This design comes from an exercise in tuning for a short achievable clock period and few clock cycles on the open sky130 flow, not from production work.
In this exercise RTL edits were held to simulation tests only and were not proved equivalent to the original.
Power figures rest on the tool's default switching activity, not on a simulated workload.

File: flow/run.sh
#!/bin/bash
# synth_recipe.tcl (not shown) runs the flow's synth.tcl, then flattens the netlist and writes it again
# the make line also repeats each setting of config.mk as NAME=value (left out here)
make -C /OpenROAD-flow-scripts/flow DESIGN_CONFIG=/design/flow/config.mk WORK_HOME=/design/flow/orfs CLKGATE_MAP_FILE= SYNTH_SCRIPT=/design/flow/synth_recipe.tcl finish
File: flow/config.mk
export PLATFORM = sky130hd
export DESIGN_NAME = uc1609_framer
export DESIGN_NICKNAME = uc1609_framer
export VERILOG_FILES = /design/flow/design.v
export SDC_FILE = /design/flow/constraint.sdc
export NUM_CORES = 4
export LEC_CHECK = 0
export CAP_MARGIN = 20
export CORE_MARGIN = 2
export CORE_UTILIZATION = 40
export SLEW_MARGIN = 20
File: flow/constraint.sdc
create_clock -name core_clock -period 12.0 [get_ports {clk}]
set_input_delay 2.4000 -clock core_clock [delete_from_list [all_inputs] [get_ports {clk}]]
set_output_delay 2.4000 -clock core_clock [all_outputs]
set_load 0.01 [all_outputs]
File: flow/design.v
module uc1609_framer (
    input  wire        clk,
    input  wire        rst,           
    input  wire        req_valid,
    input  wire [31:0] req_word,
    output wire        req_ready,
    output reg         sts_valid,
    output reg  [1:0]  sts_kind,      
    output reg  [3:0]  sts_code,      
    output wire [3:0]  fault_code,
    output wire [31:0] fault_req,
    output reg         fm_re,
    output reg  [16:0] fm_addr,
    input  wire [7:0]  fm_rdata,
    input  wire [16:0] fm_size,
    output reg         ev_valid,
    output reg  [2:0]  ev_type,
    output reg  [7:0]  ev_data,
    input  wire        ev_ready
);
    localparam [2:0] EV_TXN_BEGIN = 3'd0, EV_TXN_END = 3'd1,
                     EV_CS_ASSERT = 3'd2, EV_CS_DEASSERT = 3'd3,
                     EV_CD_COMMAND = 3'd4, EV_CD_DATA = 3'd5,
                     EV_BYTE = 3'd6, EV_RESET_PULSE = 3'd7;
    localparam [1:0] ST_DONE = 2'd0, ST_FAULT = 2'd1, ST_REJECTED = 2'd2;
    localparam [3:0] F_ILLEGAL_OP = 4'd1, F_RESERVED = 4'd2, F_VALUE_RANGE = 4'd3,
                     F_OVERLAP = 4'd4, F_ADDR_RANGE = 4'd5, F_NO_FONT = 4'd6,
                     F_FONT_OOB = 4'd7, F_GLYPH_WIDTH = 4'd8, F_CURSOR_OVF = 4'd9;
    localparam [7:0] OP_SENDCMD = 8'h01, OP_SETCUR = 8'h02, OP_CONTRAST = 8'h03,
                     OP_SCROLL = 8'h04, OP_ROTATE = 8'h05, OP_INVERT = 8'h06,
                     OP_ALLON = 8'h07, OP_DISPEN = 8'h08, OP_SYSRST = 8'h09,
                     OP_HWRST = 8'h0A, OP_INIT = 8'h0B, OP_PWRDN = 8'h0C,
                     OP_CLEAR = 8'h0D, OP_SETFONT = 8'h0E, OP_SETSCALE = 8'h0F,
                     OP_SETAA = 8'h10, OP_PUTC = 8'h11, OP_PUTCAT = 8'h12;
    localparam [7:0] VBIAS_DEFAULT = 8'h49;
    localparam [1:0] T_NONE = 2'd0, T_PF = 2'd1, T_SLOW = 2'd2, T_FONT = 2'd3;
    function [15:0] stretch;
        input [7:0] b;
        integer i;
        begin
            stretch = 16'd0;
            for (i = 0; i < 8; i = i + 1) begin
                stretch[2*i]   = b[i];
                stretch[2*i+1] = b[i];
            end
        end
    endfunction
    function [191:0] build_buf;
        input [39:0] g;
        input        aa;
        reg [15:0] c   [0:11];
        reg [15:0] add [0:11];
        reg [7:0]  s;
        reg [3:0]  wl, wr;
        integer x, o;
        begin
            for (x = 0; x < 12; x = x + 1) begin
                s = (x < 2) ? 8'h00 : g[8*(x/2-1) +: 8];
                c[x] = stretch(s);
                add[x] = 16'd0;
            end
            if (aa) begin
                for (x = 1; x <= 10; x = x + 1) begin
                    for (o = 0; o <= 10; o = o + 2) begin
                        wl = c[x][o +: 4];
                        wr = c[x+1][o +: 4];
                        if (wl == 4'b1100 && wr == 4'b0011) begin
                            add[x][o+1]   = 1'b1;
                            add[x+1][o+2] = 1'b1;
                        end else if (wl == 4'b0011 && wr == 4'b1100) begin
                            add[x][o+2]   = 1'b1;
                            add[x+1][o+1] = 1'b1;
                        end
                    end
                end
            end
            for (x = 0; x < 12; x = x + 1) begin
                build_buf[8*x +: 8]      = c[x][7:0]  | add[x][7:0];
                build_buf[8*(x+12) +: 8] = c[x][15:8] | add[x][15:8];
            end
        end
    endfunction
    function [23:0] cursor_bytes;
        input [7:0] c;
        input [2:0] p;
        begin
            cursor_bytes = {5'b10110, p, 4'h1, c[7:4], 4'h0, c[3:0]};
        end
    endfunction
    localparam integer X_IDLE = 0, X_PULSE = 1, X_TB = 2, X_CSA = 3, X_FR = 4,
                       X_RUN = 5, X_SR = 6, X_SW1 = 7, X_SW2 = 8, X_SP = 9,
                       X_CSD = 10, X_TE = 11, X_STS = 12;
    localparam integer Y_CMDS = 0, Y_CLR = 1, Y_REPOS = 2, Y_GTOP = 3;
    reg rst_q;
    always @(posedge clk) rst_q <= rst;
    reg        wv_q;
    reg        rdy_q;
    reg [31:0] w_q;
    assign req_ready = rdy_q;
    wire acc = req_valid && rdy_q;
    reg [15:0] col_q;
    reg [2:0]  row_q;
    reg        scale2_q;
    reg        aa_q;
    reg        font_valid_q;
    reg [15:0] fontbase_q;
    reg [7:0]  fw_q;
    reg [7:0]  ffirst_q;
    reg [7:0]  flast_q;
    reg [7:0]  contrast_q;
    reg [7:0]  orient_q;
    reg [3:0]  df_q;           
    reg [31:0] dfr_q;          
    reg [9:0]  adv_q;          
    reg [17:0] bf3_q;          
    reg [16:0] b4_q;           
    reg [16:0] lim_q;          
    reg        lim_neg_q;      
    reg        fw_nz_q;        
    reg        fw_gt5_q;       
    reg [16:0] fm_size_q;
    reg [16:0] fsm3_q;         
    reg        jv;
    reg        j_ev;           
    reg [1:0]  j_kind;
    reg [3:0]  j_code;
    reg        j_pulse, j_txn, j_cmds, j_clr, j_repos, j_glyph, j_bot, j_s2, j_aa;
    reg [71:0] j_cq;
    reg [3:0]  j_ncmd;
    reg        j_n1;           
    reg [7:0]  j_rc;
    reg [2:0]  j_rr;
    reg [7:0]  j_gc;
    reg [2:0]  j_gr, j_gr1;
    reg [16:0] j_gaddr;
    reg [2:0]  j_nds;
    reg        j_nds1;
    reg [7:0]  j_nslow;
    reg        j_nslow1;
    reg        d_idle, d_s1, d_s2, d_s3, d_s4, d_s5, d_s6;
    reg [31:0] dw;
    reg        dw_font;        
    wire [7:0] op = dw[31:24];
    wire [7:0] fa = dw[23:16];
    wire [7:0] fb = dw[15:8];
    wire [7:0] fc = dw[7:0];
    reg        s1_rej;
    reg [3:0]  s1_f;
    reg        s1_char, s1_setcur, s1_contrast, s1_rotate, s1_clear, s1_setfont,
               s1_setscale, s1_setaa, s1_cmds, s1_init, s1_pwrdn, s1_hwrst;
    reg        s1_sc1, s1_sc2;
    reg [7:0]  s1_cmdb;
    reg [15:0] s1_ecol;
    reg [2:0]  s1_erow;
    reg        s1_cr, s1_lf, s1_tab, s1_bs, s1_prt;
    reg [7:0]  s1_gidx;
    reg        s1_gw;
    reg        s1_hdr_oob;
    reg [9:0]  s2_pp0, s2_pp1, s2_pp2, s2_pp3;
    reg [16:0] s2_tab;
    reg [16:0] s2_bsd;         
    reg [15:0] s2_colp;        
    reg [3:0]  s2_nl;
    reg        s2_ecol_ge;
    reg [3:0]  s2_f;
    reg [11:0] s3_q0, s3_q1;
    reg [3:0]  s3_f;
    reg        s3_tab_lt, s3_bs_lt;
    reg [15:0] s3_bs;
    reg [15:0] s4_goff;
    reg [3:0]  s4_f;
    reg        s4_ev, s4_pulse, s4_txn, s4_cmds, s4_clr, s4_repos, s4_glyph, s4_bot;
    reg [7:0]  s4_rc, s4_gc;
    reg [2:0]  s4_rr, s4_gr, s4_gr1;
    reg [71:0] s4_cq;
    reg [3:0]  s4_ncmd;
    reg        s4_n1;
    reg [15:0] s4_col;
    reg [2:0]  s4_row;
    reg        s4_crwe;
    reg [16:0] s5_gaddr;
    reg        s5_ok, s5_fs;
    reg [1:0]  s5_kind;
    reg [3:0]  s5_code;
    reg [1:0]  fr_iss, fr_got;
    reg [7:0]  h_fw, h_ff, h_fl;
    reg [12:0] es;
    reg [4:0]  seg;            
    reg [2:0]  ph;
    reg [3:0]  fn;
    reg        fl;             
    reg [71:0] cq;
    reg [7:0]  rcnt;
    reg        rl;             
    reg [2:0]  page;
    reg        e_txn, e_cmds, e_clr, e_repos, e_glyph, e_bot, e_s2, e_aa;
    reg [1:0]  e_kind;
    reg [3:0]  e_code;
    reg [7:0]  e_rc, e_gc;
    reg [2:0]  e_rr, e_gr, e_gr1;
    reg [2:0]  e_nds;
    reg        e_nds1;
    reg [7:0]  e_nslow;
    reg        e_nl1;          
    reg [191:0] ds;
    reg [39:0] gb;
    reg        pf_act;
    reg [2:0]  pf_iss, pf_got;
    reg        pf_bld;
    reg [16:0] pf_addr;
    reg [7:0]  sb;
    reg [1:0]  tag0_q, tag1_q;
    reg        o_last;
    reg        s_v, s_ev, s_last;
    reg [2:0]  s_t;
    reg [7:0]  s_d;
    reg [1:0]  s_k;
    reg [3:0]  s_c;
    reg [3:0]  fo_code;
    reg [31:0] fo_req;
    assign fault_code = fo_code;
    assign fault_req  = fo_req;
    wire go = !s_v;
    wire p_has = es[X_PULSE] | es[X_TB] | es[X_CSA] | es[X_FR] | es[X_RUN] |
                 es[X_SP] | es[X_CSD] | es[X_TE] | es[X_STS];
    wire p_ev   = !es[X_STS];
    wire p_last = es[X_TE] | es[X_STS] | (es[X_PULSE] & !e_txn);
    reg [2:0] p_t;
    reg [7:0] p_d;
    always @(*) begin
        p_t = EV_BYTE;
        if (es[X_PULSE])            p_t = EV_RESET_PULSE;
        if (es[X_TB])               p_t = EV_TXN_BEGIN;
        if (es[X_CSA])              p_t = EV_CS_ASSERT;
        if (es[X_FR] && ph[0])      p_t = EV_CD_COMMAND;
        if (es[X_FR] && ph[2])      p_t = EV_CD_DATA;
        if (es[X_CSD])              p_t = EV_CS_DEASSERT;
        if (es[X_TE])               p_t = EV_TXN_END;
        p_d = ({8{es[X_FR] & ph[1]}}            & cq[7:0]) |
              ({8{es[X_RUN] & !seg[Y_CLR]}}     & ds[7:0]) |
              ({8{es[X_SP]}}                    & sb);
    end
    wire p_push = p_has && go;
    wire e_end  = go && p_last;
    wire e_load = jv && (es[X_IDLE] || e_end);
    wire e_slow_rd = es[X_SR];
    wire d_font_rd = !d_idle && dw_font && (fr_iss != 2'd3);
    wire d_rd_ok   = !pf_act && !e_slow_rd && d_font_rd;
    wire [16:0] font_rd_addr = {1'b0, fa, fb} + {15'd0, fr_iss != 2'd0, fr_iss == 2'd2};
    reg [31:0] mask;
    always @(*) begin
        case (op)
            OP_SENDCMD, OP_SETCUR, OP_SETFONT:             mask = 32'hFF0000FF;
            OP_CONTRAST, OP_SCROLL, OP_ROTATE, OP_INVERT,
            OP_ALLON, OP_DISPEN, OP_SETSCALE, OP_SETAA,
            OP_PUTC:                                       mask = 32'hFF00FFFF;
            OP_PUTCAT:                                     mask = 32'hFF000000;
            default:                                       mask = 32'hFFFFFFFF;
        endcase
    end
    wire op_legal     = (op != 8'h00) && (op <= 8'h12);
    wire reserved_bad = ((dw & mask) != {op, 24'h000000});
    wire is_putcat    = (op == OP_PUTCAT);
    wire is_char      = (op == OP_PUTC) || is_putcat;
    wire c_cr  = (fa == 8'h0D);
    wire c_lf  = (fa == 8'h0A);
    wire c_tab = (fa == 8'h09);
    wire c_bs  = (fa == 8'h08);
    wire c_prt = !c_cr && !c_lf && !c_tab && !c_bs &&
                 (fa >= ffirst_q) && (fa <= flast_q);
    reg [3:0] f1;
    always @(*) begin
        f1 = 4'd0;
        if (!op_legal)
            f1 = F_ILLEGAL_OP;
        else if (reserved_bad)
            f1 = F_RESERVED;
        else begin
            case (op)
                OP_SENDCMD:  if ((fa & fb) != 8'h00) f1 = F_OVERLAP;
                OP_SETCUR:   if (fa >= 8'd192 || fb >= 8'd8) f1 = F_ADDR_RANGE;
                OP_SCROLL:   if (fa >= 8'd64) f1 = F_VALUE_RANGE;
                OP_ROTATE:   if ((fa & 8'hF9) != 8'h00) f1 = F_VALUE_RANGE;
                OP_INVERT, OP_ALLON, OP_DISPEN, OP_SETAA:
                             if (fa > 8'd1) f1 = F_VALUE_RANGE;
                OP_PUTCAT:   if (fb >= 8'd192 || fc >= 8'd8) f1 = F_ADDR_RANGE;
                default: ;
            endcase
            if (f1 == 4'd0 && is_char && !font_valid_q)
                f1 = F_NO_FONT;
        end
    end
    reg [7:0] cmdb;
    always @(*) begin
        case (op)
            OP_SENDCMD:  cmdb = fa | fb;
            OP_SCROLL:   cmdb = 8'h40 | fa;
            OP_ROTATE:   cmdb = 8'hC0 | fa;
            OP_INVERT:   cmdb = 8'hA6 | fa;
            OP_ALLON:    cmdb = 8'hA4 | fa;
            OP_DISPEN:   cmdb = 8'hAE | fa;
            OP_SYSRST:   cmdb = 8'hE2;
            default:     cmdb = 8'hAE;         
        endcase
    end
    reg        jb_ev, jb_pulse, jb_txn, jb_cmds, jb_clr, jb_repos, jb_glyph, jb_bot;
    reg [7:0]  jb_rc, jb_gc;
    reg [2:0]  jb_rr, jb_gr;
    reg [15:0] jb_col;
    reg [2:0]  jb_row;
    reg        jb_crwe;
    always @(*) begin
        jb_ev    = 1'b0;
        jb_pulse = 1'b0;
        jb_txn   = 1'b0;
        jb_cmds  = 1'b0;
        jb_clr   = 1'b0;
        jb_repos = 1'b0;
        jb_glyph = 1'b0;
        jb_bot   = 1'b0;
        jb_rc    = 8'd0;
        jb_rr    = 3'd0;
        jb_gc    = 8'd0;
        jb_gr    = 3'd0;
        jb_col   = s1_ecol;
        jb_row   = s1_erow;
        jb_crwe  = 1'b0;
        if (s1_cmds) begin
            jb_ev    = 1'b1;
            jb_txn   = 1'b1;
            jb_cmds  = 1'b1;
            jb_pulse = s1_init || s1_pwrdn;
        end
        if (s1_hwrst) begin
            jb_ev    = 1'b1;
            jb_pulse = 1'b1;
        end
        if (s1_setcur) begin
            jb_col   = {8'h00, fa};
            jb_row   = fb[2:0];
            jb_crwe  = 1'b1;
            jb_rc    = fa;
            jb_rr    = fb[2:0];
            jb_ev    = 1'b1;
            jb_txn   = 1'b1;
            jb_repos = 1'b1;
        end
        if (s1_clear) begin
            jb_col  = 16'd0;
            jb_row  = 3'd0;
            jb_crwe = 1'b1;
            jb_ev   = 1'b1;
            jb_txn  = 1'b1;
            jb_clr  = 1'b1;
        end
        if (s1_char) begin
            jb_crwe = 1'b1;
            if (s1_cr) begin
                jb_col = 16'd0;
            end else if (s1_lf) begin
                if (s2_nl[3]) begin
                    jb_col   = 16'd0;
                    jb_row   = 3'd0;
                    jb_clr   = 1'b1;
                    jb_repos = 1'b1;
                    jb_ev    = 1'b1;
                    jb_txn   = 1'b1;
                end else begin
                    jb_row = s2_nl[2:0];
                    jb_rc  = s1_ecol[7:0];
                    jb_rr  = s2_nl[2:0];
                    if (!s2_ecol_ge) begin
                        jb_repos = 1'b1;
                        jb_ev    = 1'b1;
                        jb_txn   = 1'b1;
                    end
                end
            end else if (s1_tab) begin
                jb_col = s2_tab[15:0];
                jb_rc  = s2_tab[7:0];
                jb_rr  = s1_erow;
                if (s3_tab_lt) begin
                    jb_repos = 1'b1;
                    jb_ev    = 1'b1;
                    jb_txn   = 1'b1;
                end
            end else if (s1_bs) begin
                jb_col = s3_bs;
                jb_rc  = s3_bs[7:0];
                jb_rr  = s1_erow;
                if (s3_bs_lt) begin
                    jb_repos = 1'b1;
                    jb_ev    = 1'b1;
                    jb_txn   = 1'b1;
                end
            end else if (s1_prt) begin
                jb_glyph = 1'b1;
                jb_ev    = 1'b1;
                jb_txn   = 1'b1;
                if (s2_ecol_ge) begin
                    jb_repos = 1'b1;
                    jb_col   = {6'd0, adv_q};
                    if (s2_nl[3]) begin
                        jb_clr = 1'b1;
                        jb_row = 3'd0;
                        jb_bot = 1'b1;
                    end else begin
                        jb_row = s2_nl[2:0];
                        jb_rr  = s2_nl[2:0];
                        jb_gr  = s2_nl[2:0];
                        jb_bot = (s2_nl[2:0] != 3'd7);
                    end
                end else begin
                    jb_gc  = s1_ecol[7:0];
                    jb_gr  = s1_erow;
                    jb_bot = (s1_erow != 3'd7);
                    jb_col = s2_colp;
                end
            end
        end
    end
    wire       g_oob = fw_nz_q && (lim_neg_q || {1'b0, s4_goff} >= lim_q);
    wire [3:0] f5    = (s4_f == 4'd0 && s1_char && s1_prt && g_oob) ? F_FONT_OOB : s4_f;
    wire font_ok  = !dw_font || (fr_got == 2'd3);
    wire d_commit = d_s6 && (!jv || e_load) && font_ok;
    wire d_take   = wv_q && (d_idle || d_commit);
    function [82:0] next_seg;
        input [1:0]  lvl;
        input        cmds, clr, repos, glyph;
        input [3:0]  n;
        input        n1;
        input [71:0] q;
        input [7:0]  rc;
        input [2:0]  rr;
        input [7:0]  gc;
        input [2:0]  gr;
        begin
            if (lvl == 2'd0 && cmds)
                next_seg = {1'b0, 5'b00001, n, n1, q};
            else if (lvl <= 2'd1 && clr)
                next_seg = {1'b0, 5'b00010, 4'd3, 1'b0, 48'd0, cursor_bytes(8'd0, 3'd0)};
            else if (lvl <= 2'd2 && repos)
                next_seg = {1'b0, 5'b00100, 4'd3, 1'b0, 48'd0, cursor_bytes(rc, rr)};
            else if (glyph)
                next_seg = {1'b0, 5'b01000, 4'd3, 1'b0, 48'd0, cursor_bytes(gc, gr)};
            else
                next_seg = {1'b1, 5'b00001, 4'd3, 1'b0, q};
        end
    endfunction
    reg [12:0] es_n;
    reg [4:0]  seg_n;
    reg [2:0]  ph_n;
    reg [3:0]  fn_n;
    reg        fl_n;
    reg [71:0] cq_n;
    reg [7:0]  rcnt_n;
    reg        rl_n;
    reg [2:0]  page_n;
    reg [7:0]  nslow_n;
    reg        nl1_n;
    reg [82:0] nx;
    always @(*) begin
        es_n    = es;
        seg_n   = seg;
        ph_n    = ph;
        fn_n    = fn;
        fl_n    = fl;
        cq_n    = cq;
        rcnt_n  = rcnt;
        rl_n    = rl;
        page_n  = page;
        nslow_n = e_nslow;
        nl1_n   = e_nl1;
        nx      = 83'd0;
        if (p_push) begin
            es_n = 13'd0;
            if (es[X_PULSE]) begin
                es_n[X_TB]   = e_txn;
                es_n[X_IDLE] = !e_txn;
            end
            if (es[X_TB])  es_n[X_CSA] = 1'b1;
            if (es[X_CSA]) begin
                nx = next_seg(2'd0, e_cmds, e_clr, e_repos, e_glyph, fn, fl, cq, e_rc, e_rr, e_gc, e_gr);
                es_n[X_CSD] = nx[82];
                es_n[X_FR]  = !nx[82];
                seg_n  = nx[81:77];
                fn_n   = nx[76:73];
                fl_n   = nx[72];
                cq_n   = nx[71:0];
                ph_n   = 3'b001;
                page_n = 3'd0;
            end
            if (es[X_FR]) begin
                es_n[X_FR] = 1'b1;
                ph_n = {ph[1:0], ph[2]};
                if (ph[2]) begin
                    cq_n = {8'h00, cq[71:8]};
                    fn_n = fn - 4'd1;
                    fl_n = (fn == 4'd2);
                    if (fl) begin
                        if (seg[Y_CMDS] || seg[Y_REPOS]) begin
                            if (seg[Y_CMDS])
                                nx = next_seg(2'd1, e_cmds, e_clr, e_repos, e_glyph, fn, fl, cq, e_rc, e_rr, e_gc, e_gr);
                            else
                                nx = next_seg(2'd3, e_cmds, e_clr, e_repos, e_glyph, fn, fl, cq, e_rc, e_rr, e_gc, e_gr);
                            es_n[X_FR]  = !nx[82];
                            es_n[X_CSD] = nx[82];
                            seg_n = nx[81:77];
                            fn_n  = nx[76:73];
                            fl_n  = nx[72];
                            cq_n  = nx[71:0];
                        end else begin
                            es_n[X_FR]  = 1'b0;
                            es_n[X_RUN] = 1'b1;
                            if (seg[Y_CLR]) begin
                                rcnt_n = 8'd192;
                                rl_n   = 1'b0;
                            end else if (seg[Y_GTOP] && !e_s2) begin
                                rcnt_n = {5'd0, e_nds};
                                rl_n   = e_nds1;
                            end else begin
                                rcnt_n = 8'd12;
                                rl_n   = 1'b0;
                            end
                        end
                    end
                end
            end
            if (es[X_RUN]) begin
                es_n[X_RUN] = 1'b1;
                rcnt_n = rcnt - 8'd1;
                rl_n   = (rcnt == 8'd2);
                if (rl) begin
                    es_n[X_RUN] = 1'b0;
                    if (seg[Y_CLR]) begin
                        if (page != 3'd7) begin
                            page_n = page + 3'd1;
                            cq_n   = {48'd0, cursor_bytes(8'd0, page + 3'd1)};
                            fn_n   = 4'd3;
                            fl_n   = 1'b0;
                            es_n[X_FR] = 1'b1;
                        end else begin
                            nx = next_seg(2'd2, e_cmds, e_clr, e_repos, e_glyph, fn, fl, cq, e_rc, e_rr, e_gc, e_gr);
                            es_n[X_FR]  = !nx[82];
                            es_n[X_CSD] = nx[82];
                            seg_n = nx[81:77];
                            fn_n  = nx[76:73];
                            fl_n  = nx[72];
                            cq_n  = nx[71:0];
                        end
                    end else if (seg[Y_GTOP] && e_s2 && e_bot) begin
                        seg_n = 5'b10000;
                        cq_n  = {48'd0, cursor_bytes(e_gc, e_gr1)};
                        fn_n  = 4'd3;
                        fl_n  = 1'b0;
                        es_n[X_FR] = 1'b1;
                    end else if (seg[Y_GTOP] && !e_s2 && e_nslow != 8'd0) begin
                        es_n[X_SR] = 1'b1;
                    end else begin
                        es_n[X_CSD] = 1'b1;
                    end
                end
            end
            if (es[X_SP]) begin
                nslow_n = e_nslow - 8'd1;
                nl1_n   = (e_nslow == 8'd2);
                es_n[X_CSD] = e_nl1;
                es_n[X_SR]  = !e_nl1;
            end
            if (es[X_CSD]) es_n[X_TE] = 1'b1;
            if (es[X_TE] || es[X_STS]) es_n[X_IDLE] = 1'b1;
        end
        if (es[X_SR])  es_n = 13'd1 << X_SW1;
        if (es[X_SW1]) es_n = 13'd1 << X_SW2;
        if (es[X_SW2]) es_n = 13'd1 << X_SP;
        if (e_load) begin
            es_n = 13'd0;
            es_n[X_STS]   = !j_ev;
            es_n[X_PULSE] = j_ev && j_pulse;
            es_n[X_TB]    = j_ev && !j_pulse;
            cq_n    = j_cq;
            fn_n    = j_ncmd;
            fl_n    = j_n1;
            nslow_n = j_nslow;
            nl1_n   = j_nslow1;
        end
    end
    wire       src_v    = s_v || p_push;
    wire       src_ev   = s_v ? s_ev   : p_ev;
    wire       src_last = s_v ? s_last : p_last;
    wire [2:0] src_t    = s_v ? s_t    : p_t;
    wire [7:0] src_d    = s_v ? s_d    : p_d;
    wire [1:0] src_k    = s_v ? s_k    : e_kind;
    wire [3:0] src_c    = s_v ? s_c    : e_code;
    wire ev_take = src_v && src_ev && (ev_valid ? (ev_ready && !o_last) : 1'b1);
    wire st_take = src_v && !src_ev && !ev_valid;
    wire take    = ev_take || st_take;
    wire o_bub   = ev_valid && ev_ready && o_last;
    always @(posedge clk) begin
        if (rst)
            rdy_q <= 1'b0;
        else if (rst_q)
            rdy_q <= 1'b1;
        else if (acc)
            rdy_q <= 1'b0;
        else if (d_take)
            rdy_q <= 1'b1;
        if (rst_q) begin
            wv_q         <= 1'b0;
            col_q        <= 16'd0;
            row_q        <= 3'd0;
            scale2_q     <= 1'b0;
            aa_q         <= 1'b0;
            font_valid_q <= 1'b0;
            contrast_q   <= VBIAS_DEFAULT;
            orient_q     <= 8'h00;
            df_q         <= 4'd0;
            jv           <= 1'b0;
            d_idle <= 1'b1; d_s1 <= 1'b0; d_s2 <= 1'b0; d_s3 <= 1'b0;
            d_s4 <= 1'b0; d_s5 <= 1'b0; d_s6 <= 1'b0;
            fr_iss       <= 2'd3;
            fr_got       <= 2'd3;
            es           <= 13'd1;
            pf_act       <= 1'b0;
            pf_bld       <= 1'b0;
            fm_re        <= 1'b0;
            tag0_q       <= T_NONE;
            tag1_q       <= T_NONE;
            ev_valid     <= 1'b0;
            s_v          <= 1'b0;
            sts_valid    <= 1'b0;
            fo_code      <= 4'd0;
            fo_req       <= 32'd0;
        end else begin
            if (acc)
                wv_q <= 1'b1;
            else if (d_take)
                wv_q <= 1'b0;
            fm_re  <= pf_act || e_slow_rd || d_rd_ok;
            tag0_q <= pf_act ? T_PF : e_slow_rd ? T_SLOW : d_rd_ok ? T_FONT : T_NONE;
            tag1_q <= tag0_q;
            if (d_rd_ok)
                fr_iss <= fr_iss + 2'd1;
            if (tag1_q == T_FONT)
                fr_got <= fr_got + 2'd1;
            if (d_take) begin
                fr_iss <= 2'd0;
                fr_got <= 2'd0;
            end
            d_s2 <= d_s1;
            d_s3 <= d_s2;
            d_s4 <= d_s3;
            d_s5 <= d_s4;
            if (d_s5) d_s6 <= 1'b1;
            if (d_commit) begin
                d_s6   <= 1'b0;
                d_idle <= 1'b1;
            end
            d_s1 <= d_take;
            if (d_take) d_idle <= 1'b0;
            if (d_commit)
                jv <= 1'b1;
            else if (e_load)
                jv <= 1'b0;
            if (d_commit) begin
                if (s5_fs)
                    df_q <= s5_code;
                if (s5_ok) begin
                    if (s4_crwe) begin
                        col_q <= s4_col;
                        row_q <= s4_row;
                    end
                    if (s1_contrast) contrast_q <= fa;
                    if (s1_rotate)   orient_q   <= fa;
                    if (s1_setfont)  font_valid_q <= 1'b1;
                    if (s1_setscale && (s1_sc1 || s1_sc2)) scale2_q <= s1_sc2;
                    if (s1_setaa)    aa_q <= fa[0];
                end
            end
            es <= es_n;
            if (e_load && j_glyph)
                pf_act <= 1'b1;
            else if (pf_act && pf_iss == 3'd4)
                pf_act <= 1'b0;
            pf_bld <= (tag1_q == T_PF) && (pf_got == 3'd4);
            sts_valid <= o_bub || st_take;
            ev_valid  <= ev_take || (ev_valid && !ev_ready);
            if (s_v)
                s_v <= !take;
            else
                s_v <= p_push && !take;
            if (st_take && src_k == ST_FAULT) begin
                fo_code <= df_q;
                fo_req  <= dfr_q;
            end
        end
    end
    always @(posedge clk) begin
        fm_size_q <= fm_size;
        fsm3_q    <= fm_size_q - 17'd3;
        adv_q     <= scale2_q ? ({1'b0, fw_q, 1'b0} + 10'd2) : ({2'b00, fw_q} + 10'd1);
        bf3_q     <= {2'b00, fontbase_q} + {10'd0, fw_q} + 18'd3;
        b4_q      <= {1'b0, fontbase_q} + 17'd4;
        lim_q     <= fm_size_q - bf3_q[16:0];
        lim_neg_q <= (bf3_q >= {1'b0, fm_size_q});
        fw_nz_q   <= (fw_q != 8'd0);
        fw_gt5_q  <= (fw_q > 8'd5);
        if (acc)
            w_q <= req_word;
        if (d_take) begin
            dw      <= w_q;
            dw_font <= (w_q[31:24] == OP_SETFONT);
        end
        s1_rej      <= (df_q != 4'd0);
        s1_f        <= f1;
        s1_char     <= is_char;
        s1_setcur   <= (op == OP_SETCUR);
        s1_contrast <= (op == OP_CONTRAST);
        s1_rotate   <= (op == OP_ROTATE);
        s1_clear    <= (op == OP_CLEAR);
        s1_setfont  <= (op == OP_SETFONT);
        s1_setscale <= (op == OP_SETSCALE);
        s1_setaa    <= (op == OP_SETAA);
        s1_cmds     <= (op == OP_SENDCMD) || (op == OP_CONTRAST) || (op == OP_SCROLL) ||
                       (op == OP_ROTATE) || (op == OP_INVERT) || (op == OP_ALLON) ||
                       (op == OP_DISPEN) || (op == OP_SYSRST) || (op == OP_INIT) ||
                       (op == OP_PWRDN);
        s1_init     <= (op == OP_INIT);
        s1_pwrdn    <= (op == OP_PWRDN);
        s1_hwrst    <= (op == OP_HWRST);
        s1_sc1      <= (fa == 8'd1);
        s1_sc2      <= (fa == 8'd2);
        s1_cmdb     <= cmdb;
        s1_ecol     <= is_putcat ? {8'h00, fb} : col_q;
        s1_erow     <= is_putcat ? fc[2:0] : row_q;
        s1_cr       <= c_cr;
        s1_lf       <= c_lf;
        s1_tab      <= c_tab;
        s1_bs       <= c_bs;
        s1_prt      <= c_prt;
        s1_gidx     <= fa - ffirst_q;
        s1_gw       <= scale2_q && (fw_q != 8'd5);
        s1_hdr_oob  <= ({1'b0, fa, fb} >= fsm3_q);
        s2_pp0     <= {2'b00, s1_gidx} * {8'd0, fw_q[1:0]};
        s2_pp1     <= {2'b00, s1_gidx} * {8'd0, fw_q[3:2]};
        s2_pp2     <= {2'b00, s1_gidx} * {8'd0, fw_q[5:4]};
        s2_pp3     <= {2'b00, s1_gidx} * {8'd0, fw_q[7:6]};
        s2_tab     <= {1'b0, s1_ecol} + {5'b0, adv_q, 2'b00};
        s2_bsd     <= {1'b0, s1_ecol} - {7'b0, adv_q};
        s2_colp    <= s1_ecol + {6'b0, adv_q};
        s2_nl      <= {1'b0, s1_erow} + (scale2_q ? 4'd2 : 4'd1);
        s2_ecol_ge <= (s1_ecol >= 16'd192);
        s2_f       <= (s1_f != 4'd0) ? s1_f :
                      (s1_setfont && s1_hdr_oob) ? F_FONT_OOB :
                      (s1_char && s1_prt && s1_gw) ? F_GLYPH_WIDTH : 4'd0;
        s3_q0      <= {2'b00, s2_pp0} + {s2_pp1, 2'b00};
        s3_q1      <= {2'b00, s2_pp2} + {s2_pp3, 2'b00};
        s3_tab_lt  <= (s2_tab[15:0] < 16'd192);
        s3_bs      <= s2_bsd[16] ? 16'd0 : s2_bsd[15:0];
        s3_bs_lt   <= s2_bsd[16] || (s2_bsd[15:0] < 16'd192);
        s3_f       <= (s2_f == 4'd0 && s1_char && s1_tab && s2_tab[16]) ? F_CURSOR_OVF : s2_f;
        s4_goff  <= {4'b0000, s3_q0} + {s3_q1, 4'b0000};
        s4_f     <= s3_f;
        s4_ev    <= jb_ev;
        s4_pulse <= jb_pulse;
        s4_txn   <= jb_txn;
        s4_cmds  <= jb_cmds;
        s4_clr   <= jb_clr;
        s4_repos <= jb_repos;
        s4_glyph <= jb_glyph;
        s4_bot   <= jb_bot;
        s4_rc    <= jb_rc;
        s4_rr    <= jb_rr;
        s4_gc    <= jb_gc;
        s4_gr    <= jb_gr;
        s4_gr1   <= jb_gr + 3'd1;
        s4_col   <= jb_col;
        s4_row   <= jb_row;
        s4_crwe  <= jb_crwe;
        s4_cq    <= s1_init ? {8'hC0 | orient_q, 8'hAF, contrast_q, 8'h81,
                               8'h2F, 8'hEB, 8'hA1, 8'h8A, 8'h27} :
                    s1_contrast ? {56'd0, fa, 8'h81} : {64'd0, s1_cmdb};
        s4_ncmd  <= s1_init ? 4'd9 : s1_contrast ? 4'd2 : 4'd1;
        s4_n1    <= !s1_init && !s1_contrast;
        s5_gaddr <= {1'b0, s4_goff} + b4_q;
        s5_ok    <= !s1_rej && (f5 == 4'd0);
        s5_fs    <= !s1_rej && (f5 != 4'd0);
        s5_kind  <= s1_rej ? ST_REJECTED : (f5 != 4'd0) ? ST_FAULT : ST_DONE;
        s5_code  <= s1_rej ? 4'd0 : f5;
        if (tag1_q == T_FONT) begin
            case (fr_got)
                2'd0:    h_fw <= fm_rdata;
                2'd1:    h_ff <= fm_rdata;
                default: h_fl <= fm_rdata;
            endcase
        end
        if (d_commit) begin
            if (s5_fs)
                dfr_q <= dw;
            if (s5_ok && s1_setfont) begin
                fontbase_q <= {fa, fb};
                fw_q       <= h_fw;
                ffirst_q   <= h_ff;
                flast_q    <= h_fl;
            end
            j_ev     <= s5_ok && s4_ev;
            j_kind   <= s5_kind;
            j_code   <= s5_code;
            j_pulse  <= s4_pulse;
            j_txn    <= s4_txn;
            j_cmds   <= s4_cmds;
            j_clr    <= s4_clr;
            j_repos  <= s4_repos;
            j_glyph  <= s5_ok && s4_glyph;
            j_bot    <= s4_bot;
            j_s2     <= scale2_q;
            j_aa     <= aa_q;
            j_cq     <= s4_cq;
            j_ncmd   <= s4_ncmd;
            j_n1     <= s4_n1;
            j_rc     <= s4_rc;
            j_rr     <= s4_rr;
            j_gc     <= s4_gc;
            j_gr     <= s4_gr;
            j_gr1    <= s4_gr1;
            j_gaddr  <= s5_gaddr;
            j_nds    <= fw_gt5_q ? 3'd6 : fw_q[2:0] + 3'd1;
            j_nds1   <= !fw_nz_q;
            j_nslow  <= fw_gt5_q ? fw_q - 8'd5 : 8'd0;
            j_nslow1 <= (fw_q == 8'd6);
        end
        if (e_load) begin
            e_txn   <= j_txn;
            e_cmds  <= j_cmds;
            e_clr   <= j_clr;
            e_repos <= j_repos;
            e_glyph <= j_glyph;
            e_bot   <= j_bot;
            e_s2    <= j_s2;
            e_aa    <= j_aa;
            e_kind  <= j_kind;
            e_code  <= j_code;
            e_rc    <= j_rc;
            e_rr    <= j_rr;
            e_gc    <= j_gc;
            e_gr    <= j_gr;
            e_gr1   <= j_gr1;
            e_nds   <= j_nds;
            e_nds1  <= j_nds1;
        end
        seg     <= seg_n;
        ph      <= ph_n;
        fn      <= fn_n;
        fl      <= fl_n;
        cq      <= cq_n;
        rcnt    <= rcnt_n;
        rl      <= rl_n;
        page    <= page_n;
        e_nslow <= nslow_n;
        e_nl1   <= nl1_n;
        if (e_load && j_glyph) begin
            pf_iss  <= 3'd0;
            pf_got  <= 3'd0;
            pf_addr <= j_gaddr;
        end else begin
            if (pf_act) begin
                pf_iss  <= pf_iss + 3'd1;
                pf_addr <= pf_addr + 17'd1;
            end
            if (e_slow_rd)
                pf_addr <= pf_addr + 17'd1;
            if (tag1_q == T_PF)
                pf_got <= pf_got + 3'd1;
        end
        if (pf_act || e_slow_rd)
            fm_addr <= pf_addr;
        else if (d_rd_ok)
            fm_addr <= font_rd_addr;
        if (tag1_q == T_PF)
            gb <= {fm_rdata, gb[39:8]};
        if (tag1_q == T_SLOW)
            sb <= fm_rdata;
        if (pf_bld)
            ds <= e_s2 ? build_buf(gb, e_aa) : {144'd0, gb, 8'h00};
        else if (es[X_RUN] && !seg[Y_CLR] && go)
            ds <= {8'h00, ds[191:8]};
        if (ev_take) begin
            ev_type <= src_t;
            ev_data <= src_d;
            o_last  <= src_last;
        end
        if (p_push) begin
            s_ev   <= p_ev;
            s_last <= p_last;
            s_t    <= p_t;
            s_d    <= p_d;
            s_k    <= e_kind;
            s_c    <= e_code;
        end
        if (st_take) begin
            sts_kind <= src_k;
            sts_code <= src_c;
        end else if (ev_valid && o_last) begin
            sts_kind <= ST_DONE;
            sts_code <= 4'd0;
        end
    end
endmodule
==> flow_metrics.py, run 1 <==
metrics = {
    "global_route": {
        "grt_first_pass_wirelength_um": 204000,
        "gr-total-overflow": 0,
        "antenna_found_initial": 5,
        "grt_max_degree": 93,
        "grt_usage_pct": 19.2,
        "first_global_vias": 34000,
    },
    "detailed_routing": {
        "drt_iter0_drc": 2992,
        "postRouteAntennaNets": 0,
        "routedWlPerCell_um": 19.9,
        "viasPerCell": 5.27,
        "drt_wl_total_um": 134000,
        "drt_first_pass_iters": 7,
        "num_vias": 35600,
        "post-route-drc-count": 0,
    },
    "setup_path": {
        "path_buf_inv": 1,
        "critical_path_class": "reg2out",
        "required_ps": 9600,
        "cp.depth": 1,
        "end_kind": "output pin",
        "crit_fanout": 8,
        "max_stage_delay_ps": 600,
        "cp_slowest_cell": "clkdlybuf4s50_1",
        "critical-path-top-delay-family": "buffers and inverters",
        "r2r_cells": 4,
        "start_kind": "flop",
        "worstPathArrival_ps": 1850,
        "crit_path_cell_trace": "clkdlybuf4s50_1",
    },
    "timing": {
        "skew_ps": 34.5,
        "relSlewSlack_pct": 18.5,
        "period_needed_ps": 4250,
        "finalSetupTns_ps": 0,
        "hold_viol": 0,
        "worst_slew_pin_slew_ps": 1220,
        "rsz0062_at_grt": "false",
        "fin_crit_sh_pct": 35.4,
        "setup_ws_ps": 7750,
        "slew_viol_final": 0,
        "whs_ps": 326,
        "setup_viol": 0,
        "fmax_ghz": 0.235,
    },
    "cells_and_area": {
        "syn2layout_area_growth_pct": 14.6,
        "final_common_cell": "edfxtp_1",
        "mostFrequentLayoutCells": "edfxtp_1, dfxtp_1, nand2_1, nor2_1, a21oi_1",
        "fin_cells": 6751,
        "drive_gt1_share_pct": 7.45,
        "nNetsFinal": 5171,
        "stdcell_area_um2": 61700,
        "final.fill_count": 12200,
        "fin_util_pct": 46.2,
    },
    "yosys": {
        "synth_area_um2": 53900,
        "synth_compound_area_share_pct": 11.7,
        "synth_top_family_by_area": "simple AND/OR/NAND/NOR gates",
        "synth_fa_ha_area_share_pct": 5.92,
        "synth-xor-area-share_pct": 3.48,
        "ys_async_sr_fraction_pct": 0,
        "synth.area.mux_share_pct": 1.81,
        "synth_cell_types": 87,
        "avgSynthCellArea_um2": 11.3,
        "synth_cells": 4755,
        "synth_edf_count": 713,
        "ys_warn_count": 3,
        "ys_ff_latch": 1270,
        "synth-simple-area-share_pct": 12.8,
        "yosysSeqAreaShare_pct": 60.5,
        "syn_nets": 5061,
        "synth_ff_type": "edfxtp_1",
    },
    "placed_design": {
        "port_buffers": 134,
        "dp_slack_ps": 7800,
        "dpl-instance-area_um2": 57000,
        "place_hpwl_um": 90900,
        "place_congestion": 0.878,
        "dp_cells": 6490,
    },
    "power": {
        "p_per_area_nw_per_um2": 152,
        "power.leakage_nw": 23.3,
        "vdd.ir_drop.worst_uv": 142,
        "power_mw": 9.40,
    },
    "cts": {
        "cts_sinks": 1270,
        "cts_root_buf": "clkbuf_16",
        "cts_buffers": 139,
        "ctsHoldBuffers": 0,
        "post_cts_buffers": 0,
        "htreeDepth": 4,
        "post_cts_resized": 0,
        "cts_buffer_depth": 3,
        "cts_tree": "built",
        "insertion_delay_ps": 790,
        "clkTransAtPathRegs_ps": 60,
    },
    "floorplanning": {
        "pin_count": 135,
        "dieArea_um2": 138000,
        "start_util_pct": 40.3,
        "die_h_um": 371,
        "std_cell_rows": 134,
        "core_um2": 134000,
        "die-width_um": 371,
    },
    "outcome": {
        "status": "timing/DRC/antenna clean",
    },
    "hold_path": {
        "hold_class": "reg2reg",
        "holdPathStages": 0,
    },
    "run": {
        "drv_cap": 0,
    },
}
[layout make-up]
| type | instances | area (um2) | share of cell area [%] |
|---|---|---|---|
| Timing Repair Buffer | 190 | 1810 | 2.93 |
| Clock buffer | 199 | 3960 | 6.41 |
| Tap cell | 1768 | 2210 | 3.58 |
| Inverter | 303 | 1140 | 1.84 |
| Clock inverter | 57 | 688 | 1.11 |
| Multi-Input combinational cell | 2961 | 19300 | 31.3 |
| Antenna cell | 3 | 7.51 | 0.0122 |
| Sequential cell | 1270 | 32600 | 52.8 |
[cells in the mapped netlist, drive strengths merged, types with 54 or more instances]
master | n | area (um2)
a21oi | 312 | 1570
a21o | 58 | 435
xnor2 | 138 | 1210
clkbuf | 181 | 679
o21ai | 218 | 1100
nand2b | 68 | 425
nor3 | 91 | 465
nand2 | 429 | 1620
dfxtp | 557 | 11200
inv | 303 | 1140
nor2b | 116 | 736
edfxtp | 713 | 21400
and2 | 108 | 676
mux2 | 54 | 616
xor2 | 76 | 666
nor2 | 331 | 1250
ha | 229 | 2870
nand3 | 111 | 556
[cells by family (layout without fill, tap and decap cells)]
family,after synthesis,in the layout
other,0,3
flip-flops,1270,1270
AND/OR/NAND/NOR,1428,1428
AO/OA/AOI/OAI,984,984
multiplexers,90,90
adder cells (fa/ha/maj),245,245
buffers and inverters,524,749
XOR/XNOR,214,214
[state kept, by name (all words and copies together), names as in the netlist, 31 cells and up, named ones only]
name	count
s4_cq	31
ds	180
dfr_q	32
j_cq	31
fo_req	32
gb	40
dw	32
cq	72
w_q	32
[path summary, 6_finish.rpt]
check | start | slack (ps) | to
worst max-delay path | ev_valid | 7750 | ev_valid
worst min-delay path | s2_pp0[0] | 330 | s3_q0[0]
worst max register to register | es[5] | 8260 | ds[163]
worst min register to register | s2_pp0[0] | 330 | s3_q0[0]
[power by group]
part	leakage (nW)	internal, mW	switching, mW
clock network	2.25	2.43	1.84
registers	11.0	4.66	0.0631
logic	10.1	0.190	0.216
total	23.3	7.28	2.12
[routing by layer]
metal,wire [um],part of all wire [%],global-route usage [%],up-vias
li1,-,-,-,17100
met1,60500,45,26.2,17200
met2,62600,47,30.7,972
met3,7480,5.6,3.50,228
met4,3600,2.7,6.57,0
met5,0,0,0,-
Testbench counts, summed over its fixed seeds: cycles 127,442.
==> run 2: changes to the inputs <==
==> flow/flow/run.sh (new file) <==
#!/bin/bash
set -euo pipefail
export BUFFER_PORTS_ARGS="-buffer_cell sky130_fd_sc_hd__buf_4"
bash standard.sh > standard_flow.log 2>&1
==> flow/standard.sh (new file) <==
#!/bin/bash
# synth_recipe.tcl (not shown) runs the flow's synth.tcl, then flattens the netlist and writes it again
# the make line also repeats each setting of config.mk as NAME=value (left out here)
make -C /OpenROAD-flow-scripts/flow DESIGN_CONFIG=/design/flow/config.mk WORK_HOME=/design/flow/orfs CLKGATE_MAP_FILE= SYNTH_SCRIPT=/design/flow/synth_recipe.tcl "${@:-finish}"
removed: flow/run.sh
==> run 2 against run 1 <==
  * Still clean
  * Critical path depth unchanged
  * Flip-flop and latch count unchanged
  * Fmax up 12%
  * Sequential power about the same
  * Clock power down 0.9%
  * Power down 0.46%
  * Global-route usage down 0.13 points
  * Synthesized cell count unchanged
  * Via count up 0.34%
  * Largest power group unchanged
==> flow_metrics.py, run 2 <==
metrics = {
    "yosys": {
        "synth_area_um2": 53900,
        "ys_ff_latch": 1270,
        "synth_cell_types": 87,
        "synth_cells": 4755,
        "netlist_top_cells_count": "edfxtp_1, dfxtp_1, nand2_1, nor2_1, a21oi_1",
        "synth_top_area_share_pct": 39.8,
        "synth_edf_count": 713,
        "synth_ff_type": "edfxtp_1",
        "ys_async_sr_fraction_pct": 0,
        "synth_top_area_cell": "edfxtp_1",
        "syn_nets": 5061,
        "yosysMostFrequentCell": "edfxtp_1",
        "ys_warn_count": 3,
        "synth_area_leaders": "edfxtp_1, dfxtp_1, ha_1",
        "yosysSeqAreaShare_pct": 60.5,
        "avgSynthCellArea_um2": 11.3,
    },
    "cells_and_area": {
        "reg_top3": "ds x180, cq x72, gb x40",
        "diodes": 0,
        "drive_gt1_share_pct": 10.0,
        "final_common_cell": "edfxtp_1",
        "syn2layout_area_growth_pct": 13.6,
        "fin_cells": 6740,
        "largest-register": "ds",
        "nNetsFinal": 5162,
        "largest_reg_flops": 180,
        "fin_util_pct": 45.8,
        "mostFrequentLayoutCells": "edfxtp_1, dfxtp_1, nand2_1, nor2_1, a21oi_1",
    },
    "hold_path": {
        "hp-start": "s3_q0[0]",
        "hold_class": "reg2reg",
        "holdPathStages": 0,
        "hold_end": "s4_goff[0]",
    },
    "global_route": {
        "grt_usage_pct": 19.0,
        "antenna_found_initial": 8,
        "gr-total-overflow": 0,
        "grt_first_pass_wirelength_um": 203000,
        "grt_max_degree": 112,
        "first_global_vias": 34500,
    },
    "timing": {
        "fmax_ghz": 0.263,
        "hold_viol": 0,
        "finalSetupTns_ps": 0,
        "period_needed_ps": 3800,
        "rsz0062_at_grt": "false",
        "worst_slew_pin_slew_ps": 1130,
        "slew_viol_final": 0,
        "skew_ps": 49.2,
        "setup_viol": 0,
        "fin_crit_sh_pct": 31.7,
        "relSlewSlack_pct": 23.5,
    },
    "setup_path": {
        "r2r-start": "seg[1]",
        "critical_path_class": "reg2out",
        "end_kind": "output pin",
        "required_ps": 9600,
        "reg2reg_to": "ds[120]",
        "r2r_slack_ps": 8200,
        "start_kind": "flop",
        "crit_path_cell_trace": "buf_4",
        "worstPathArrival_ps": 1400,
        "cp_slowest_cell": "dfxtp_1",
        "r2r_cells": 4,
        "max_stage_delay_ps": 460,
        "path_buf_inv": 1,
        "setup.worst_path.start": "ev_valid",
        "critical-path-top-delay-family": "flip-flops",
        "crit_fanout": 8,
    },
    "floorplanning": {
        "die_h_um": 371,
        "pin_count": 135,
        "start_util_pct": 40.3,
        "core_um2": 134000,
        "dieArea_um2": 138000,
        "die-width_um": 371,
        "std_cell_rows": 134,
    },
    "cts": {
        "ctsHoldBuffers": 0,
        "cts_sinks": 1270,
        "htreeDepth": 4,
        "clkTransAtPathRegs_ps": 60,
        "insertion_delay_ps": 780,
        "cts_buffer_depth": 3,
        "cts_tree": "built",
        "cts_buffers": 138,
        "post_cts_resized": 0,
        "post_cts_buffers": 0,
        "cts_root_buf": "clkbuf_16",
    },
    "detailed_routing": {
        "num_vias": 35700,
        "viasPerCell": 5.29,
        "drt_wl_total_um": 132000,
        "post-route-drc-count": 0,
        "drt_iter0_drc": 2762,
        "routedWlPerCell_um": 19.7,
        "drt_first_pass_iters": 7,
        "postRouteAntennaNets": 0,
    },
    "power": {
        "p_clk_share_pct": 45.2,
        "vdd.ir_drop.worst_uv": 154,
        "power.switching_mw": 2.06,
        "p_comb_share_pct": 4.3,
        "seq_power_share_pct": 50.5,
        "cell_internal_pwr_mw": 7.29,
        "power.leakage_nw": 23.4,
        "switching_share_pct": 22.0,
        "p_per_area_nw_per_um2": 153,
    },
    "placed_design": {
        "dp_cells": 6484,
        "port_buffers": 134,
        "place_congestion": 0.866,
        "place_hpwl_um": 90200,
    },
    "outcome": {
        "status": "timing/DRC/antenna clean",
    },
    "run": {
        "drv_cap": 0,
    },
}
## run 2: worst max path at each step
stage                          end  slack [ps]  depth (start not counted)
final                     ev_valid        8200                          1
after global routing       ds[145]        7870                          4
after CTS                 ev_valid        8130                          1
after detailed placement    ds[27]        8200                          4
after global placement      ds[90]        8230                          4
after floorplan           dfr_q[0]        3470                          3
## run 2: area by class of cell
type / instances / area (um2)
Fill cell: 12200 / 72400
Clock buffer: 193 / 3910
Multi-Input combinational cell: 2961 / 19300
Tap cell: 1768 / 2210
Sequential cell: 1270 / 32600
Inverter: 303 / 1140
Clock inverter: 63 / 638
Timing Repair Buffer: 182 / 1380
## run 2: per-stage QoR
step	total power [mW]	cell area, um2	worst slack (ps)	hold slack (ps)
6_report	9.35	61200	8200	321
5_1_grt	9.67	61200	7870	333
4_1_cts	9.45	61200	8130	328
3_5_place_dp	5.22	56600	8200	312
3_3_place_gp	5.21	56600	8230	313
2_1_floorplan	5.09	53900	3470	310
## run 2: routing by layer
metal | global-route usage (%) | wire length [um]
met2 | 30.9 | 62000
met5 | 0 | 0
met3 | 3.05 | 6720
met4 | 6.58 | 3800
met1 | 25.9 | 59900
## run 2: cell families (layout without fill, tap and decap cells)
kind of cell / count (synthesis) / after routing / synth area share [%]
fa+ha+maj: 245 / 245 / 5.92
simple gates: 1428 / 1428 / 12.8
flops: 1270 / 1270 / 60.5
compound gates: 984 / 984 / 11.7
mux: 90 / 90 / 1.81
buf+inv: 524 / 741 / 3.78
xor+xnor: 214 / 214 / 3.48
## run 2: power by group through the flow
stage | combinational [mW] | clock, mW | sequential, mW
detailed placement | 0.406 | 0 | 4.81
global placement | 0.400 | 0 | 4.81
CTS | 0.409 | 4.32 | 4.72
finish | 0.407 | 4.23 | 4.72
floorplan | 0.306 | 0 | 4.78
global route | 0.461 | 4.48 | 4.73
==> run 3: changes to the inputs <==
--- a/flow/design.v
+++ b/flow/design.v
@@ -95,9 +95,10 @@
     always @(posedge clk) rst_q <= rst;
     reg        wv_q;
     reg        rdy_q;
+    reg        busy_q;         
     reg [31:0] w_q;
     assign req_ready = rdy_q;
-    wire acc = req_valid && rdy_q;
+    wire acc = req_valid && !busy_q;
     reg [15:0] col_q;
     reg [2:0]  row_q;
     reg        scale2_q;
@@ -202,7 +203,8 @@
     reg        e_nds1;
     reg [7:0]  e_nslow;
     reg        e_nl1;          
-    reg [191:0] ds;
+    reg [47:0] ds_te, ds_to, ds_be, ds_bo;
+    reg        dpar;           
     reg [39:0] gb;
     reg        pf_act;
     reg [2:0]  pf_iss, pf_got;
@@ -211,6 +213,7 @@
     reg [7:0]  sb;
     reg [1:0]  tag0_q, tag1_q;
     reg        o_last;
+    reg        o_empty;        
     reg        s_v, s_ev, s_last;
     reg [2:0]  s_t;
     reg [7:0]  s_d;
@@ -237,10 +240,14 @@
         if (es[X_CSD])              p_t = EV_CS_DEASSERT;
         if (es[X_TE])               p_t = EV_TXN_END;
         p_d = ({8{es[X_FR] & ph[1]}}            & cq[7:0]) |
-              ({8{es[X_RUN] & !seg[Y_CLR]}}     & ds[7:0]) |
+              ({8{es[X_RUN] & seg[Y_GTOP] & !dpar}} & ds_te[7:0]) |
+              ({8{es[X_RUN] & seg[Y_GTOP] &  dpar}} & ds_to[7:0]) |
+              ({8{es[X_RUN] & seg[4] & !dpar}}      & ds_be[7:0]) |
+              ({8{es[X_RUN] & seg[4] &  dpar}}      & ds_bo[7:0]) |
               ({8{es[X_SP]}}                    & sb);
     end
     wire p_push = p_has && go;
+    wire [191:0] gbb = e_s2 ? build_buf(gb, e_aa) : {144'd0, gb, 8'h00};
     wire e_end  = go && p_last;
     wire e_load = jv && (es[X_IDLE] || e_end);
     wire e_slow_rd = es[X_SR];
@@ -592,19 +599,24 @@
     wire [7:0] src_d    = s_v ? s_d    : p_d;
     wire [1:0] src_k    = s_v ? s_k    : e_kind;
     wire [3:0] src_c    = s_v ? s_c    : e_code;
-    wire ev_take = src_v && src_ev && (ev_valid ? (ev_ready && !o_last) : 1'b1);
-    wire st_take = src_v && !src_ev && !ev_valid;
+    wire ev_take = src_v && src_ev && (o_empty ? 1'b1 : (ev_ready && !o_last));
+    wire st_take = src_v && !src_ev && o_empty;
     wire take    = ev_take || st_take;
-    wire o_bub   = ev_valid && ev_ready && o_last;
+    wire o_bub   = !o_empty && ev_ready && o_last;
     always @(posedge clk) begin
-        if (rst)
-            rdy_q <= 1'b0;
-        else if (rst_q)
-            rdy_q <= 1'b1;
-        else if (acc)
-            rdy_q <= 1'b0;
-        else if (d_take)
-            rdy_q <= 1'b1;
+        if (rst) begin
+            rdy_q  <= 1'b0;
+            busy_q <= 1'b1;
+        end else if (rst_q) begin
+            rdy_q  <= 1'b1;
+            busy_q <= 1'b0;
+        end else if (acc) begin
+            rdy_q  <= 1'b0;
+            busy_q <= 1'b1;
+        end else if (d_take) begin
+            rdy_q  <= 1'b1;
+            busy_q <= 1'b0;
+        end
         if (rst_q) begin
             wv_q         <= 1'b0;
             col_q        <= 16'd0;
@@ -627,6 +639,7 @@
             tag0_q       <= T_NONE;
             tag1_q       <= T_NONE;
             ev_valid     <= 1'b0;
+            o_empty      <= 1'b1;
             s_v          <= 1'b0;
             sts_valid    <= 1'b0;
             fo_code      <= 4'd0;
@@ -684,7 +697,8 @@
                 pf_act <= 1'b0;
             pf_bld <= (tag1_q == T_PF) && (pf_got == 3'd4);
             sts_valid <= o_bub || st_take;
-            ev_valid  <= ev_take || (ev_valid && !ev_ready);
+            ev_valid  <= ev_take || (!o_empty && !ev_ready);
+            o_empty   <= !(ev_take || (!o_empty && !ev_ready));
             if (s_v)
                 s_v <= !take;
             else
@@ -880,10 +894,32 @@
             gb <= {fm_rdata, gb[39:8]};
         if (tag1_q == T_SLOW)
             sb <= fm_rdata;
-        if (pf_bld)
-            ds <= e_s2 ? build_buf(gb, e_aa) : {144'd0, gb, 8'h00};
-        else if (es[X_RUN] && !seg[Y_CLR] && go)
-            ds <= {8'h00, ds[191:8]};
+        if (pf_bld) begin
+            ds_te <= {gbb[8*10 +: 8], gbb[8*8 +: 8], gbb[8*6 +: 8],
+                      gbb[8*4 +: 8],  gbb[8*2 +: 8], gbb[8*0 +: 8]};
+            ds_to <= {gbb[8*11 +: 8], gbb[8*9 +: 8], gbb[8*7 +: 8],
+                      gbb[8*5 +: 8],  gbb[8*3 +: 8], gbb[8*1 +: 8]};
+        end else if (es[X_RUN] && seg[Y_GTOP] && go) begin
+            if (dpar)
+                ds_to <= {8'h00, ds_to[47:8]};
+            else
+                ds_te <= {8'h00, ds_te[47:8]};
+        end
+        if (pf_bld) begin
+            ds_be <= {gbb[8*22 +: 8], gbb[8*20 +: 8], gbb[8*18 +: 8],
+                      gbb[8*16 +: 8], gbb[8*14 +: 8], gbb[8*12 +: 8]};
+            ds_bo <= {gbb[8*23 +: 8], gbb[8*21 +: 8], gbb[8*19 +: 8],
+                      gbb[8*17 +: 8], gbb[8*15 +: 8], gbb[8*13 +: 8]};
+        end else if (es[X_RUN] && seg[4] && go) begin
+            if (dpar)
+                ds_bo <= {8'h00, ds_bo[47:8]};
+            else
+                ds_be <= {8'h00, ds_be[47:8]};
+        end
+        if (es[X_RUN] && go)
+            dpar <= !dpar;
+        if (es[X_FR])
+            dpar <= 1'b0;
         if (ev_take) begin
             ev_type <= src_t;
             ev_data <= src_d;
@@ -900,7 +936,7 @@
         if (st_take) begin
             sts_kind <= src_k;
             sts_code <= src_c;
-        end else if (ev_valid && o_last) begin
+        end else if (!o_empty && o_last) begin
             sts_kind <= ST_DONE;
             sts_code <= 4'd0;
         end
--- a/flow/config.mk
+++ b/flow/config.mk
@@ -7,5 +7,7 @@
 export LEC_CHECK = 0
 export CAP_MARGIN = 20
 export CORE_MARGIN = 2
-export CORE_UTILIZATION = 40
+export CORE_UTILIZATION = 65
+export CTS_CLUSTER_DIAMETER = 200
+export CTS_CLUSTER_SIZE = 20
 export SLEW_MARGIN = 20
==> run 3 against run 2 <==
  * Area after synthesis grew 1.9%
  * Fmax fell by 1.4%
  * Routed wire length grew 0.84%
  * Global-route usage rose by 12 points
  * Critical path type is now reg2reg
==> flow_metrics.py, run 3 <==
metrics = {
    "floorplanning": {
        "start_util_pct": 65.7,
        "core_um2": 83600,
        "dieArea_um2": 86800,
        "die_h_um": 295,
        "std_cell_rows": 106,
        "pin_count": 135,
        "die-width_um": 295,
    },
    "yosys": {
        "synth_top_area_cell": "edfxtp_1",
        "synth_edf_count": 713,
        "ys_warn_count": 3,
        "syn_nets": 5184,
        "ys_async_sr_fraction_pct": 0,
        "synth_ff_type": "edfxtp_1",
        "yosysMostFrequentCell": "edfxtp_1",
        "synth_top_area_share_pct": 39.0,
        "ys_ff_latch": 1273,
        "yosysSeqAreaShare_pct": 59.4,
        "synth_area_leaders": "edfxtp_1, dfxtp_1, ha_1",
        "synth_cells": 4878,
        "avgSynthCellArea_um2": 11.2,
        "synth_area_um2": 54900,
        "synth_cell_types": 101,
        "netlist_top_cells_count": "edfxtp_1, dfxtp_1, nand2_1, nor2_1, a21oi_1",
    },
    "timing": {
        "skew_ps": 37.2,
        "whs_ps": 332,
        "finalSetupTns_ps": 0,
        "setup_ws_ps": 8150,
        "worst_slew_pin_slew_ps": 1120,
        "fin_crit_sh_pct": 32.1,
        "setup_viol": 0,
        "fmax_ghz": 0.260,
        "hold_viol": 0,
        "rsz0062_at_grt": "false",
        "slew_viol_final": 0,
        "relSlewSlack_pct": 25.6,
        "period_needed_ps": 3850,
    },
    "setup_path": {
        "path_buf_inv": 3,
        "r2r-start": "e_txn",
        "critical-path-top-delay-family": "buffers and inverters",
        "crit_path_cell_trace": "nand2b_1 -> a21oi_1 -> o21ai_4 -> buf_4 -> clkinv_2 -> buf_4 -> nand2_1 -> nand2_1",
        "r2r_cells": 8,
        "critical_path_class": "reg2reg",
        "max_stage_delay_ps": 730,
        "r2r_slack_ps": 8150,
        "end_kind": "flop",
        "reg2reg_to": "pf_addr[13]",
        "worstPathArrival_ps": 4120,
        "setup.worst_path.start": "e_txn",
        "required_ps": 12270,
        "crit_fanout": 76,
        "cp_slowest_cell": "buf_4",
        "start_kind": "flop",
    },
    "cells_and_area": {
        "ff_latch_area_um2": 32600,
        "fin_cells": 6051,
        "final_common_cell": "edfxtp_1",
        "fin_util_pct": 70.6,
        "multiInputGateArea_um2": 20300,
        "nNetsFinal": 5220,
        "largest_reg_flops": 72,
        "mostFrequentLayoutCells": "edfxtp_1, dfxtp_1, nand2_1, nor2_1, a21oi_1",
        "reg_top3": "cq x72, ds_te x48, ds_to x47",
        "stdcell_area_um2": 59000,
        "drive_gt1_share_pct": 7.71,
        "syn2layout_area_growth_pct": 7.54,
        "largest-register": "cq",
        "final.fill_count": 6216,
    },
    "placed_design": {
        "place_hpwl_um": 93200,
        "place_congestion": 0.896,
        "dpl-instance-area_um2": 56800,
        "port_buffers": 134,
        "dp_slack_ps": 8120,
        "dp_cells": 5918,
    },
    "detailed_routing": {
        "drt_first_pass_iters": 7,
        "drt_wl_total_um": 134000,
        "routedWlPerCell_um": 22.1,
        "drt_iter0_drc": 4014,
        "post-route-drc-count": 0,
        "postRouteAntennaNets": 0,
        "num_vias": 37000,
        "viasPerCell": 6.11,
    },
    "cts": {
        "cts_root_buf": "clkbuf_16",
        "cts_buffers": 73,
        "htreeDepth": 3,
        "cts_buffer_depth": 3,
        "insertion_delay_ps": 660,
        "cts_sinks": 1273,
        "post_cts_buffers": 0,
        "ctsHoldBuffers": 0,
        "clkTransAtPathRegs_ps": 80,
        "cts_tree": "built",
        "post_cts_resized": 0,
    },
    "power": {
        "power_mw": 9.32,
        "p_per_area_nw_per_um2": 158,
        "power.leakage_nw": 22.3,
        "vdd.ir_drop.worst_uv": 151,
    },
    "hold_path": {
        "hold_class": "reg2reg",
        "hold_end": "s3_q0[1]",
        "hp-start": "s2_pp0[1]",
        "holdPathStages": 0,
    },
    "global_route": {
        "grt_usage_pct": 30.6,
        "first_global_vias": 34900,
        "antenna_found_initial": 4,
        "grt_max_degree": 78,
        "gr-total-overflow": 0,
        "grt_first_pass_wirelength_um": 203000,
    },
    "run": {
        "drv_cap": 0,
    },
    "outcome": {
        "status": "timing/DRC/antenna clean",
    },
}
[run 3: cell types whose count changed after synthesis, moves of 12 or more]
cell      change
a21boi_0     +14
a21o_1       -15
o21a_1       +12
xor2_1       -19
nand2b_1     -25
and2_1       +16
nand3_1      +33
a221oi_1     +14
nand2_1      -40
nor2_1       +27
mux2i_1      +16
[run 3: kinds of logic after synthesis]
kind of cell	share of synthesized area (%)
DFF	59.4
AOI/OAI and AO/OA	12.8
adders and majority gates	5.81
muxes	2.04
and+or+nand+nor	13.0
buffers and inverters	3.79
xor gates and xnor gates	3.13
[run 3: layer usage]
layer,GRT usage (%),part of all wire [%],vias up
li1,-,-,17600
met1,44.2,44,17700
met2,47.5,45,1459
met3,5.04,7.7,243
met4,9.57,3.2,2
met5,0,0.013,-
[run 3: how the worst max path moves through the flow]
stage	end	slack, ps	cells past startpoint
5_1_grt	pf_addr[13]	7890	8
6_report	pf_addr[13]	8150	8
4_1_cts	pf_addr[13]	8110	8
3_5_place_dp	rdy_q	8120	4
2_1_floorplan	flop	7590	11
3_3_place_gp	rdy_q	8110	4
[run 3: cell type report]
cell class                 count  share of cell area (%)
clock inverter                 6                   0.134
timing repair buffer         190                    2.49
clock buffer                 123                    3.49
sequential                  1273                    55.3
tap                         1080                    2.29
antenna                        3                  0.0127
inverter                     311                    1.98
multi-input combinational   3065                    34.3
[run 3: power breakdown]
group / internal [mW] / total [mW] / leakage, nW / switching, mW
clock network: 1.19 / 2.58 / 1.02 / 1.40
logic: 0.564 / 1.32 / 10.1 / 0.757
registers: 5.12 / 5.42 / 11.2 / 0.303
Testbench counts of run 3, summed over its fixed seeds: cycles 127,442.

[what the ideal ports hide]
The results above use ideal ports. As a check the final layouts listed here were re-extracted and re-timed, cells and wires unchanged.
Step 1: set_driving_cell puts a clkbuf_16 on clk and a buf_2 on each other input, an assumption about the parent block.
Step 2 moves the port delays by t, midway between the first and last clock arrival at a register: inputs arrive t later, outputs are due t later. That takes back most of the time a late clock gives input paths.
a / b / c = no drivers / after step 1 / after step 2; a / b = the first two.
run	t, ns	setup slack, ns	pins driven straight from the clock port
run 1	0.859	7.751 / 7.669 / 8.015	1
run 2	0.838	8.200 / 8.122 / 8.200	1
run 3	0.711	8.147 / 8.147 / 8.147	1
After both steps setup and hold are still met in every run listed.
